From an optimization exercise on the open Yosys and OpenROAD flow, aimed at small area, a short achievable clock period and few clock cycles; shortcuts taken in it are not production practice. The RTL was checked by simulation tests, not by an equivalence proof against the original design. No activity file was given, so power comes from the tool's default toggle rates.

==> flow/design.v <==
module gps_core (
    input  wire        clk,
    input  wire        rst,
    input  wire        wr_en,
    input  wire [9:0]  wr_addr,
    input  wire [15:0] wr_data,
    input  wire [9:0]  rd_addr,
    output reg  [15:0] rd_data,
    output reg         busy,
    output reg  [2:0]  status,
    output reg         rx_valid,
    input  wire        rxs_valid,
    input  wire [7:0]  rxs_data,
    input  wire        rxs_fail,
    output reg         rxs_ready,
    output reg         txs_valid,
    output reg  [7:0]  txs_data,
    input  wire        txs_ready,
    input  wire        txs_fail
);
    localparam [7:0] DLE = 8'h10;
    localparam [7:0] ETX = 8'h03;
    localparam [2:0] ST_OK        = 3'd0;
    localparam [2:0] ST_TOO_BIG   = 3'd1;
    localparam [2:0] ST_FRAMING   = 3'd2;
    localparam [2:0] ST_CHECKSUM  = 3'd3;
    localparam [2:0] ST_TRANSPORT = 3'd4;
    localparam [2:0] P_START = 3'd1;
    localparam [2:0] P_TYPE  = 3'd2;
    localparam [2:0] P_LEN   = 3'd3;
    localparam [2:0] P_PAY   = 3'd4;
    localparam [2:0] P_CKS   = 3'd5;
    localparam [2:0] P_END   = 3'd6;
    localparam [2:0] P_ETX   = 3'd7;
    integer i;
    reg  [7:0]  acc;
    reg  [7:0]  ck_result;
    reg  [7:0]  din;
    reg  [7:0]  tx_type;
    reg  [15:0] tx_len;
    reg  [7:0]  rx_type;
    reg  [7:0]  rx_len;
    reg  [7:0]  tx_mem [0:254];
    reg  [7:0]  rx_mem [0:254];
    reg         enc;        
    reg  [2:0]  ph;
    reg         esc;        
    reg  [7:0]  idx;        
    reg  [7:0]  cacc;       
    reg  [7:0]  fp;         
    reg         pv;         
    reg  [7:0]  rq;
    reg         rq_add;
    reg         rq_wr;
    reg  [7:0]  rq_idx;
    wire       cmd_wr = wr_en && (wr_addr == 10'h000) && !busy;
    wire [7:0] cmd    = wr_data[7:0];
    always @(posedge clk) begin
        if (wr_en && wr_addr == 10'h001) din     <= wr_data[7:0];
        if (wr_en && wr_addr == 10'h005) tx_type <= wr_data[7:0];
        if (wr_en && wr_addr == 10'h006) tx_len  <= wr_data;
        if (wr_en && wr_addr[9:8] == 2'b01) tx_mem[wr_addr[7:0]] <= wr_data[7:0];
        if (rq_wr) rx_mem[rq_idx] <= rq;
    end
    wire [9:0] ma = busy ? {2'b01, fp} : rd_addr;
    wire [7:0] mval = ma[9] ? rx_mem[ma[7:0]] : tx_mem[ma[7:0]];
    reg  [15:0] smallv;
    always @(*) begin
        case (rd_addr[3:0])
            4'h2:    smallv = {13'd0, status};
            4'h3:    smallv = {15'd0, busy};
            4'h4:    smallv = {8'd0, ck_result};
            4'h5:    smallv = {8'd0, tx_type};
            4'h6:    smallv = tx_len;
            4'h7:    smallv = {15'd0, rx_valid};
            4'h8:    smallv = {8'd0, rx_type};
            4'h9:    smallv = {8'd0, rx_len};
            default: smallv = 16'd0;
        endcase
    end
    wire       tx_fire  = txs_valid && txs_ready;
    wire       e_ok     = tx_fire && !txs_fail;
    wire       e_adv    = e_ok && !esc;           
    wire       e_field  = (ph == P_TYPE) || (ph == P_LEN) || (ph == P_PAY);
    wire [7:0] e_cks    = 8'd0 - (cacc + txs_data);
    wire       e_tocks  = (ph == P_LEN) ? (txs_data == 8'd0) : (idx == 8'd0);
    wire       e_load   = e_adv && ((ph == P_LEN) || (ph == P_PAY)) && !e_tocks;
    wire       pf_load  = !pv || e_load;
    reg  [7:0] e_nb;
    reg  [2:0] e_nph;
    always @(*) begin
        case (ph)
            P_START: begin e_nb = tx_type;     e_nph = P_TYPE; end
            P_TYPE:  begin e_nb = tx_len[7:0]; e_nph = P_LEN;  end
            P_LEN, P_PAY: begin
                e_nb  = e_tocks ? e_cks : rd_data[7:0];
                e_nph = e_tocks ? P_CKS : P_PAY;
            end
            P_CKS:   begin e_nb = DLE;         e_nph = P_END;  end
            default: begin e_nb = ETX;         e_nph = P_ETX;  end
        endcase
    end
    wire e_nesc = (e_nph != P_END) && (e_nph != P_ETX) && (e_nb == DLE);
    wire       rx_fire = rxs_valid && rxs_ready;
    wire       d_field = (ph == P_TYPE) || (ph == P_LEN) || (ph == P_PAY) || (ph == P_CKS);
    wire       d_isdle = (rxs_data == DLE);
    wire [7:0] d_byte  = esc ? DLE : rxs_data;
    wire [7:0] d_need  = 8'd0 - (cacc + (rq_add ? rq : 8'd0));
    wire       d_cks_ok = esc ? (d_need == 8'd0) : (rxs_data == d_need);
    wire       d_plast = (idx + 8'd1 == rx_len);
    always @(posedge clk) begin
        rq     <= rxs_data;
        rq_idx <= idx;
        if (rst) begin
            busy      <= 1'b0;
            rx_valid  <= 1'b0;
            acc       <= 8'd0;
            txs_valid <= 1'b0;
            rxs_ready <= 1'b0;
            rq_add    <= 1'b0;
            rq_wr     <= 1'b0;
        end else begin
            rq_add <= rx_fire && d_field && !esc;
            rq_wr  <= rx_fire && (ph == P_PAY) && !esc;
            if (rq_add) cacc <= cacc + rq;
            if (cmd_wr) begin
                case (cmd)
                    8'h01: begin
                        acc    <= 8'd0;
                        status <= ST_OK;
                    end
                    8'h02: begin
                        acc    <= acc + din;
                        status <= ST_OK;
                    end
                    8'h03: begin
                        ck_result <= 8'd0 - acc;
                        status    <= ST_OK;
                    end
                    8'h04: begin
                        if (tx_len[15:8] != 8'd0) begin
                            status <= ST_TOO_BIG;
                        end else begin
                            busy      <= 1'b1;
                            enc       <= 1'b1;
                            txs_valid <= 1'b1;
                            txs_data  <= DLE;
                            ph        <= P_START;
                            esc       <= 1'b0;
                            cacc      <= 8'd0;
                            fp        <= 8'd0;
                            pv        <= 1'b0;
                        end
                    end
                    8'h05: begin
                        busy      <= 1'b1;
                        enc       <= 1'b0;
                        rx_valid  <= 1'b0;
                        rxs_ready <= 1'b1;
                        ph        <= P_START;
                        esc       <= 1'b0;
                        cacc      <= 8'd0;
                    end
                    default: ;
                endcase
            end
            if (busy && enc) begin
                if (pf_load) begin
                    pv <= 1'b1;
                    fp <= fp + 8'd1;
                end
                if (tx_fire && txs_fail) begin
                    status    <= ST_TRANSPORT;
                    busy      <= 1'b0;
                    txs_valid <= 1'b0;
                end else if (e_ok && esc) begin
                    esc <= 1'b0;                     
                end else if (e_ok) begin
                    if (e_field) cacc <= cacc + txs_data;
                    if (ph == P_LEN) idx <= txs_data - 8'd1;
                    if (ph == P_PAY) idx <= idx - 8'd1;
                    if (ph == P_ETX) begin
                        status    <= ST_OK;
                        busy      <= 1'b0;
                        txs_valid <= 1'b0;
                    end else begin
                        txs_data <= e_nb;
                        ph       <= e_nph;
                        esc      <= e_nesc;
                    end
                end
            end
            if (busy && !enc && rx_fire) begin
                if (rxs_fail) begin
                    status    <= ST_TRANSPORT;
                    busy      <= 1'b0;
                    rxs_ready <= 1'b0;
                end else if (d_field && !esc && d_isdle) begin
                    esc <= 1'b1;                     
                end else begin
                    esc <= 1'b0;
                    case (ph)
                        P_START: begin
                            if (d_isdle) begin
                                ph <= P_TYPE;
                            end else begin
                                status    <= ST_FRAMING;
                                busy      <= 1'b0;
                                rxs_ready <= 1'b0;
                            end
                        end
                        P_TYPE: begin
                            rx_type <= d_byte;
                            ph      <= P_LEN;
                        end
                        P_LEN: begin
                            rx_len <= d_byte;
                            idx    <= 8'd0;
                            ph     <= (d_byte == 8'd0) ? P_CKS : P_PAY;
                        end
                        P_PAY: begin
                            idx <= idx + 8'd1;
                            if (d_plast) ph <= P_CKS;
                        end
                        P_CKS: begin
                            if (!d_cks_ok) begin
                                status    <= ST_CHECKSUM;
                                busy      <= 1'b0;
                                rxs_ready <= 1'b0;
                            end else begin
                                ph <= P_END;
                            end
                        end
                        P_END: begin
                            if (d_isdle) begin
                                ph <= P_ETX;
                            end else begin
                                status    <= ST_FRAMING;
                                busy      <= 1'b0;
                                rxs_ready <= 1'b0;
                            end
                        end
                        default: begin
                            busy      <= 1'b0;
                            rxs_ready <= 1'b0;
                            if (rxs_data == ETX) begin
                                status   <= ST_OK;
                                rx_valid <= 1'b1;
                            end else begin
                                status <= ST_FRAMING;
                            end
                        end
                    endcase
                end
            end
        end
    end
    always @(posedge clk) begin
        if (busy) begin
            if (pf_load) rd_data <= {8'd0, mval};
        end else if (rd_addr[9:8] != 2'b00) begin
            rd_data <= {8'd0, mval};
        end else begin
            rd_data <= smallv;
        end
    end
endmodule
Settings: LEC_CHECK=0, CAP_MARGIN=20, CORE_MARGIN=2, CORE_UTILIZATION=40, PLACE_DENSITY=0.6, SETUP_SLACK_MARGIN=5, SLEW_MARGIN=20, TNS_END_PERCENT=100; clock period 10.0 ns.
standard.sh (not shown) runs the stock make flow with config.mk's settings and CLKGATE_MAP_FILE= SYNTH_SCRIPT=/design/flow/synth_recipe.tcl, a recipe that flattens the netlist after the stock synthesis.
==> flow/flow/run.sh <==
#!/bin/bash
# The standard layout (the standard.sh, unchanged synthesis and steps),
# with a tighter setup-slack target for the resizer's timing repair.
set -uo pipefail
bash standard.sh SETUP_SLACK_MARGIN=6.8 TNS_END_PERCENT=100 finish > standard_flow.log 2>&1
The starting point ran to the end with no violations.
Testbench counts at the start, summed over its fixed seeds: cycles 114,642.
Change:
==> flow/run.sh (new file) <==
#!/bin/bash
# synth_recipe.tcl (not shown) runs the flow's synth.tcl, then flattens the netlist and writes it again
# the make line also repeats each setting of config.mk as NAME=value (left out here)
make -C /OpenROAD-flow-scripts/flow DESIGN_CONFIG=/design/flow/config.mk WORK_HOME=/design/flow/orfs CLKGATE_MAP_FILE= SYNTH_SCRIPT=/design/flow/synth_recipe.tcl finish
removed: flow/flow/run.sh
removed: flow/standard.sh
After rerunning: Clock power drops by about 3%. Final cell count goes down by 1.9%. Die area stays the same. Non-clock buffer count went down by 306. Final area goes down by 4.8%. Power came out lower by 2.3%.

-- separate check: timing with driven ports --
In the flow no input, the clock included, has a driving cell. The finished layouts below were timed again as built, in two steps. Step 1, drivers: a clkbuf_16 drives clk and a buf_2 each remaining input, both assumed. Step 2 times the ports against the registers' clock, not the clock port: input delays grow and output delays shrink by t, the midpoint of the rising clock arrivals with the driver on. Three values: no drivers, after step 1, after step 2; two values: the first two.
run | t (ns) | setup slack, ns | pins driven straight from the clock port
the first run | 1.086 | 5.367 / 5.251 / 4.165 | 1
the second run | 1.096 | 4.841 / 4.858 / 3.762 | 1
After both steps every run listed still meets setup and hold. For the first run, which loses most, drivers alone change the setup slack by -0.116 ns; drivers and shift together by -1.202 ns.
